This design comes from an exercise in tuning for small area, a short achievable clock period and few clock cycles on the open sky130 flow, not from production work. Function was checked by simulation only, so behaviour that the tests miss may differ from the original. Power and IR drop assume default switching activity.

==> inputs of v6 <==
## dps_top
module dps_top (
    input  wire       clk,
    input  wire       rst,
    input  wire       in_valid,
    input  wire [7:0] in_data,
    output wire       in_ready,
    input  wire       bus_ok,
    output wire       rsp_valid,
    output wire [7:0] rsp_data,
    input  wire       rsp_ready,
    output wire       spi_cs_n,
    output wire       spi_dc,
    output wire       spi_sclk,
    output wire       spi_mosi,
    output reg        lcd_rst_n,
    output reg  [9:0] bl_duty,
    output reg        bl_pwm,
    output reg        diag,
    output reg  [4:0] faults,
    output reg        idle
);
export LEC_CHECK = 0
export ABC_CLOCK_PERIOD_IN_PS = 2500
export CAP_MARGIN = 20
export CORE_MARGIN = 2
export CORE_UTILIZATION = 60
export GPL_TIMING_DRIVEN = 1
export PLACE_DENSITY = 0.7
export SLEW_MARGIN = 20
create_clock -name core_clock -period 11.0 [get_ports {clk}]
standard.sh (not shown) runs the stock make flow with config.mk's settings and CLKGATE_MAP_FILE= SYNTH_SCRIPT=/design/flow/synth_recipe.tcl, a recipe that flattens the netlist after the stock synthesis.
==> flow/flow/run.sh <==
#!/bin/bash
# Standard layout; timing repair aims for setup slack of at least MARGIN ns
# at the design's clock period, so that it works on the design's real
# critical paths; ports are buffered with buf_2. Each step's full output
# goes to its own log file here.
set -euo pipefail
MARGIN=7.8
bash standard.sh synth > synth.log 2>&1
bash standard.sh SETUP_SLACK_MARGIN=$MARGIN \
    "BUFFER_PORTS_ARGS=-buffer_cell sky130_fd_sc_hd__buf_2" finish > layout.log 2>&1
==> v20: changes against v6 <==
--- a/flow/design.v
+++ b/flow/design.v
@@ -485,16 +485,18 @@
                     adv = 1'b1;
                     if (rk[0]) rop = R_ROT;
                 end else if (k_rst) begin
                     if (spi_idle) begin lcd_n = rk[0]; adv = 1'b1; end
                 end else if (rk == K_ENDW) begin
                     if (spi_act & i15) st_n = ST_OP;
                 end else if (rk == K_ENDI) begin
-                    ready_n = 1'b1; bset = 1'b1; cons = 1'b1; rstart = 1'b1;
-                    st_n = ST_OP;
+                    if (spi_idle) begin
+                        ready_n = 1'b1; bset = 1'b1; cons = 1'b1; rstart = 1'b1;
+                        st_n = ST_OP;
+                    end
                 end else begin
                     st_n = ST_OP;
                 end
                 if (adv) begin S_n = S + 9'd1; rk_n = knext; end
                 if (phA) begin
                     rop = R_PHA;
                     c1_n = xo_o; c2_n = yo_o; c3_n = xw_o; c4_n = yh_o;
@@ -546,17 +548,19 @@
             end else begin                      
                 rj <= 2'd3; {rac, r6, r0} <= {2'b00, in_prog};
             end
         end else if (rtake) begin
             rj <= rj + 2'd1; {rac, r6, r0} <= rspd(rj + 2'd1, orient);
         end
     end
+    wire [9:0] duty_n = bapp ? R[25:16] : bl_duty;
     wire ibv_n = take | (ibv & ~cons);
     wire fast_n = (in_op & ~rspv & ~(ibv & ib_slow)) |
                   (in_arg & ~((S[2:0] == 3'd7) & (ibv | (opq == O_INIT)))) |
+                  (in_arg & (S[2:0] == 3'd7) & ibv & (opq == O_STR) & ~spi_act) |
                   (in_prog & (((rk == K_ENDW) & spi_act & i15) | (rk == K_END))) |
                   (in_strm & go & s_last);
     always @(posedge clk) begin
         if (take) ib <= in_data;
         bok <= bus_ok;
         if (rst) begin
             ibv <= 1'b0; in_rdy <= 1'b0; st <= ST_OP;
@@ -568,20 +572,16 @@
             ibv <= ibv_n;
             in_rdy <= ~ibv_n | fast_n;
             st <= st_n;
             ready <= ready_n; orient <= orient_n; primed <= primed_n;
             lcd_rst_n <= lcd_n; faults <= faults_n; diag <= diag_n;
             bapp <= bapp_n;
             idle <= in_op & ~ibv & spi_idle & ~bapp & ~rspv & ~take;
-            if (bapp) begin
-                bl_duty <= R[25:16];
-                bl_pwm  <= cn < R[25:16];
-            end else begin
-                bl_pwm  <= cn < bl_duty;
-            end
+            if (bapp) bl_duty <= R[25:16];
+            bl_pwm <= cn < duty_n;
             cn <= cn + 10'd1;
         end
         opq <= opq_n; raw <= raw_n; S <= S_n; rk <= rk_n;
         ord <= ord_n; eq <= eq_n; hf <= hf_n;
         c1 <= c1_n; c2 <= c2_n; c3 <= c3_n; c4 <= c4_n; c5 <= c5_n; c6 <= c6_n;
     end
     wire opB  = (rop == R_SHIN) | (rop == R_ROT);       
Settings changed: CORE_UTILIZATION 60 to 50, PLACE_DENSITY 0.7 to 0.6.
==> notes.md <==
item	v6	v20
Status	no timing/DRC/antenna violations	no timing/DRC/antenna violations
Count of cells along the worst register-to-register path	11	9
Comb_multi_in	1126	1107
Count of non-filler cells in the finished layout	1712	1751
Area of all placed cells without fillers	0.0131 sq mm	0.0133 sq mm
Multiplexer area fraction after synthesis	3.75%	3.56%
Met1 WL	15700 um	17300 um
Worst supply voltage drop on vdd	0.111 mV	0.101 mV
Share of the synthesized netlist area taken by xor and xnor gates	3.08%	3.14%
Static leakage	4.94 nW	5.03 nW
Power in sequential cells	0.650 mW	0.841 mW
Final HPWL DP	25300 um	27800 um
Time the final worst path needs with I/O delays and setup	3.17 ns	3.15 ns
Testbench counts of v6, summed over its fixed seeds: cycles 1,014,473.
Testbench counts of v20, summed over its fixed seeds: cycles 1,014,566.

==> separate check: timing with driven ports <==
How much do the figures lean on ideal ports? The routed layouts below were timed once more, with nothing changed but the port constraints. Step 1, drivers: a clkbuf_16 drives clk and a buf_2 each remaining input, both assumed. Step 2, shift: input delay + t, output delay - t, t = (earliest + latest rising clock arrival at the registers) / 2. This alone moves slack from input paths to output paths. Three values: no drivers, after step 1, after step 2; two values: the first two.
| run | t (ns) | slack for setup (ns) | hold WS [ns] | worst setup path at the end |
|---|---|---|---|---|
| v6 | 0.479 | 7.834 / 7.788 / 7.569 | 0.455 / 0.455 / 0.455 | input to register |
| v20 | 0.483 | 7.851 / 7.802 / 7.517 | 0.442 / 0.442 / 0.442 | input to register |
After both steps every run listed still meets setup and hold. The setup slack of v20, which loses most, moves by -0.049 ns with the drivers and by -0.334 ns with both steps.
